This is an optimization exercise on Yosys and OpenROAD, whose aim is small area, a short achievable clock period and few clock cycles per item, not a production implementation.
RTL that was checked went through simulation tests only; none was proved equivalent to the original.
Power and IR drop assume default switching activity.

S:
## mm_muldiv
module mm_muldiv (
    input  wire        clk,
    input  wire        rst,       
    input  wire        start,     
    input  wire [1:0]  op,
    input  wire [23:0] a_in,
    input  wire [23:0] l_in,
    input  wire [23:0] m_in,
    output wire        busy,
    output wire        done,      
    output wire [23:0] a_out,
    output wire [23:0] l_out,
    output wire        err
);
export LEC_CHECK = 0
export ABC_AREA = 1
export CAP_MARGIN = 20
export CORE_MARGIN = 2
export CORE_UTILIZATION = 40
export SETUP_SLACK_MARGIN = 1.5
export SLEW_MARGIN = 20
create_clock -name core_clock -period 5.0 [get_ports {clk}]
standard.sh (not shown) runs the stock make flow with config.mk's settings and CLKGATE_MAP_FILE= SYNTH_SCRIPT=/design/flow/synth_recipe.tcl, a recipe that flattens the netlist after the stock synthesis.
==> flow/flow/run.sh <==
#!/bin/bash
set -euo pipefail
bash standard.sh "BUFFER_PORTS_ARGS=-buffer_cell sky130_fd_sc_hd__buf_1" finish > standard_flow.log 2>&1
Testbench counts of S, summed over its fixed seeds: cycles 121,513, items 8,000.
Modified inputs, R compared to S
- an added PLACE_DENSITY of 0.75
- a deleted ABC_AREA that had been 1
- a change of CORE_UTILIZATION from 40 to 60
==> comparison <==
- Compared R vs S, and count of nets after finishing is down in R.
- Clock latency reported for the late side of the worst-skew pair: R vs S — no meaningful difference
- R ends up with a final worst slack that is 0.13 ns lower than in S.
- The synthesized area per cell in R was higher than what S gave.


P:
mm_muldiv again, from the RTL that the note above started with.
Settings: LEC_CHECK=0, ABC_AREA=1, CAP_MARGIN=20, CORE_MARGIN=2, CORE_UTILIZATION=40, SETUP_SLACK_MARGIN=2.0, SLEW_MARGIN=20; clock period 5.0 ns.
Scripts as last shown in full above: flow/flow/run.sh
P went all the way through the flow, and no timing, DRC or antenna check failed.
Testbench counts of P, summed over its fixed seeds: cycles 121,513, items 8,000.
Relative to P, the following input files were edited for Q:
Settings: CTS_BUF_LIST now sky130_fd_sc_hd__clkbuf_4 sky130_fd_sc_hd__clkbuf_8, previously not set; SETUP_SLACK_MARGIN now 1.5, was 2.0.
Notes after the runs:
Q completed end to end with timing, DRC and antenna clean.
Cell area after layout in Q is about 9% below P.
Measured against each other, Q and P differ in combinational power, the higher figure coming from P.
For the detailed-route wire length, Q came in 4.7% lower than P did.
Comparing Q and P, clock network fraction of total power is higher on P.
Compared with P, Q shows a higher final worst hold slack.
Re power: Q and P aren't equal, and the higher value belongs to P.
For the power density relative to cell area, Q came in 22 mW/mm² lower than P did.
In the tables for Q and P, non-clock buffer count reads lower with Q.
Required time of the critical path ends up lower on P.
Any difference in buffering stage count on the worst path with inverters included between P and Q is small enough to ignore.


== cedar ==
Another version of the RTL of mm_muldiv (not shown whole).
For scale: about 920 cells after synthesis, about 8000 sq um of cells after synthesis.
export LEC_CHECK = 0
export CAP_MARGIN = 20
export CORE_MARGIN = 2
export CORE_UTILIZATION = 40
export SETUP_SLACK_MARGIN = 1.0
export SLEW_MARGIN = 20
create_clock -name core_clock -period 5.0 [get_ports {clk}]
Scripts as last shown in full above: flow/flow/run.sh
cedar was carried through to the last stage, and its layout satisfied the timing, design-rule and antenna checks.
> inputs changed (cedar -> pine)
# cedar
export LEC_CHECK = 0
export CAP_MARGIN = 20
export CORE_MARGIN = 2
export CORE_UTILIZATION = 40
export SETUP_SLACK_MARGIN = 1.0
export SLEW_MARGIN = 20
create_clock -name core_clock -period 5.0 [get_ports {clk}]
# pine
export LEC_CHECK = 0
export CAP_MARGIN = 20
export CORE_MARGIN = 2
export CORE_UTILIZATION = 40
export SETUP_SLACK_MARGIN = 1.5
export SLEW_MARGIN = 20
create_clock -name core_clock -period 5.0 [get_ports {clk}]
### Flow results
- Comparing pine and cedar, the higher total wire length after detailed routing is on pine.
- Multi-input logic area for pine: about 4% up relative to cedar
- Lower met2 track demand over resource in global routing was reported by pine, not cedar.
- Relative to cedar, post-route cell area has gone up in pine.
- Higher first-pass GRT wire length among pine and cedar: pine
- Of pine and cedar, cedar shows the lower total power, with pine above it.
- Diff cedar..pine | per-instance average area after synthesis | unchanged
- Compared with cedar, pine shows aggregate global-route resource usage higher by 0.57 points.
- pine vs cedar: leakage power figure up by a few percent
No functional check of the RTL was part of any run of this note.


mm_muldiv, a different RTL version from the one above (not shown whole).
Size in the first run: about 1200 cells after synthesis, about 100 flip-flops, ~130 I/O pins, about 0.0082 mm² of cells after synthesis.
// mm_muldiv
module mm_muldiv (
    input  wire        clk,
    input  wire        rst,       
    input  wire        start,     
    input  wire [1:0]  op,
    input  wire [23:0] a_in,
    input  wire [23:0] l_in,
    input  wire [23:0] m_in,
    output wire        busy,
    output wire        done,      
    output wire [23:0] a_out,
    output wire [23:0] l_out,
    output wire        err
);
    localparam OP_SMP = 2'd1;
    localparam OP_MPM = 2'd2;
    localparam OP_DIV = 2'd3;
    localparam PH_MUL  = 3'd1;    
    localparam PH_CHK  = 3'd2;    
    localparam PH_PRE  = 3'd3;    
    localparam PH_DIV  = 3'd4;    
    localparam PH_FIX  = 3'd5;    
    localparam PH_DEN  = 3'd6;    
    reg        busy_r;
    reg [2:0]  ph;
    reg [5:0]  cnt;        
    reg [3:0]  k2;         
    reg        mf;         
    reg        ovf;        
    reg        dz;         
    reg        sgn_q;      
    reg        sgn_r;      
    reg [22:0] mr;         
    reg [23:0] r;          
    reg [23:0] q;          
    reg        c_one;      
    reg        c_two;      
    reg        c_neg;      
    reg        c_xdiv;     
    reg        c_shr;      
    reg        c_hold;     
    reg        c_rot;      
    reg        done_r;
    reg        f_fix;      
    reg        den_r;      
    wire       fin_now = f_fix & !r[23] & !den_r;
    assign busy = busy_r & !fin_now;
    assign done = done_r | fin_now;
    wire        is_div  = (op == OP_DIV);
    wire        is_smp  = (op == OP_SMP);
    wire        m_zero  = (m_in[22:0] == 23'd0);
    wire        ld_dz   = is_div & m_zero;
    wire [23:0] r_load  = is_div ? {1'b0, (m_zero ? l_in[22:0] : a_in[22:0])} : 24'd0;
    wire [23:0] q_load  = is_smp ? {15'd0, a_in[22:14]} :
                          (is_div & !m_zero) ? {l_in[0], 1'b0, l_in[22:1]} :
                          {1'b0, a_in[22:0]};
    wire [22:0] m_load  = is_smp ? {4'd0, m_in[22:14], 10'd0} : m_in[22:0];
    wire        neg   = c_neg;
    wire [25:0] y_mag = ({26{c_one}} & {3'd0, mr}) | ({26{c_two}} & {2'd0, mr, 1'b0});
    wire [25:0] y     = y_mag ^ {26{neg}};
    wire [25:0] x     = c_xdiv ? {r[23], r, q[22]} : {{2{r[23]}}, r};
    wire [25:0] t     = x + y + {25'd0, neg};
    wire        tneg  = t[23];         
    wire        qin   = c_rot ? q[23] : (!ovf & !tneg);
  ...
clock: 5.0 ns
lec_check: 0
abc_area: 1
cap_margin: 20
core_margin: 2
core_utilization: 40
setup_slack_margin: 2.2
slew_margin: 20
Scripts as last shown in full above: flow/flow/run.sh
Change:
SETUP_SLACK_MARGIN = 2.4   (was 2.2)
The new run went through all stages and came out clean.
Wire length climbs by roughly a tenth.
Global-route usage is higher by 1.8 points.
Via count came out higher by a little under a tenth.
Function was not checked in any run of this note: the RTL went through the layout flow alone.

## what the ideal ports hide
No port has a modelled driver above. Below, the same layouts with a new extraction and two added sets of constraints.
Step 1 sets driving cells, clkbuf_16 on the clock port and buf_2 on the other inputs (assumed; they add their load-dependent delay and slew).
Step 2, shift: input delay + t, output delay - t, t = (earliest + latest rising clock arrival at the registers) / 2. This alone moves slack from input paths to output paths.
Slacks: ideal / step 1 / step 2; pairs: ideal / step 1.
| run | t, ns | slack for setup (ns) | hold WS [ns] | slew at the worst register clock pin (ns) | worst slew at a driven data input, ns |
|---|---|---|---|---|---|
| S | 0.405 | 1.734 / 1.734 / 1.513 | 0.501 / 0.501 / 0.501 | 0.08 / 0.08 | 0.04 |
| R | 0.402 | 1.602 / 1.602 / 1.602 | 0.498 / 0.498 / 0.498 | 0.08 / 0.08 | 0.05 |
| P | 0.401 | 2.005 / 1.970 / 1.778 | 0.503 / 0.503 / 0.503 | 0.08 / 0.08 | 0.04 |
| Q | 0.432 | 1.699 / 1.699 / 1.507 | 0.512 / 0.512 / 0.512 | 0.11 / 0.11 | 0.04 |
| cedar | 0.396 | 1.202 / 1.202 / 1.202 | 0.481 / 0.481 / 0.481 | 0.08 / 0.08 | 0.04 |
| pine | 0.402 | 1.492 / 1.492 / 1.200 | 0.507 / 0.507 / 0.507 | 0.08 / 0.08 | 0.04 |
| the first run of note 4 | 0.408 | 2.205 / 2.157 / 2.084 | 0.521 / 0.521 / 0.521 | 0.08 / 0.08 | 0.03 |
| the second run of note 4 | 0.409 | 2.093 / 2.093 / 2.088 | 0.520 / 0.520 / 0.520 | 0.08 / 0.08 | 0.04 |
After both steps setup and hold are still met in every run listed. For pine, which loses most, drivers alone change the setup slack by 0.000 ns; drivers and shift together by -0.292 ns.
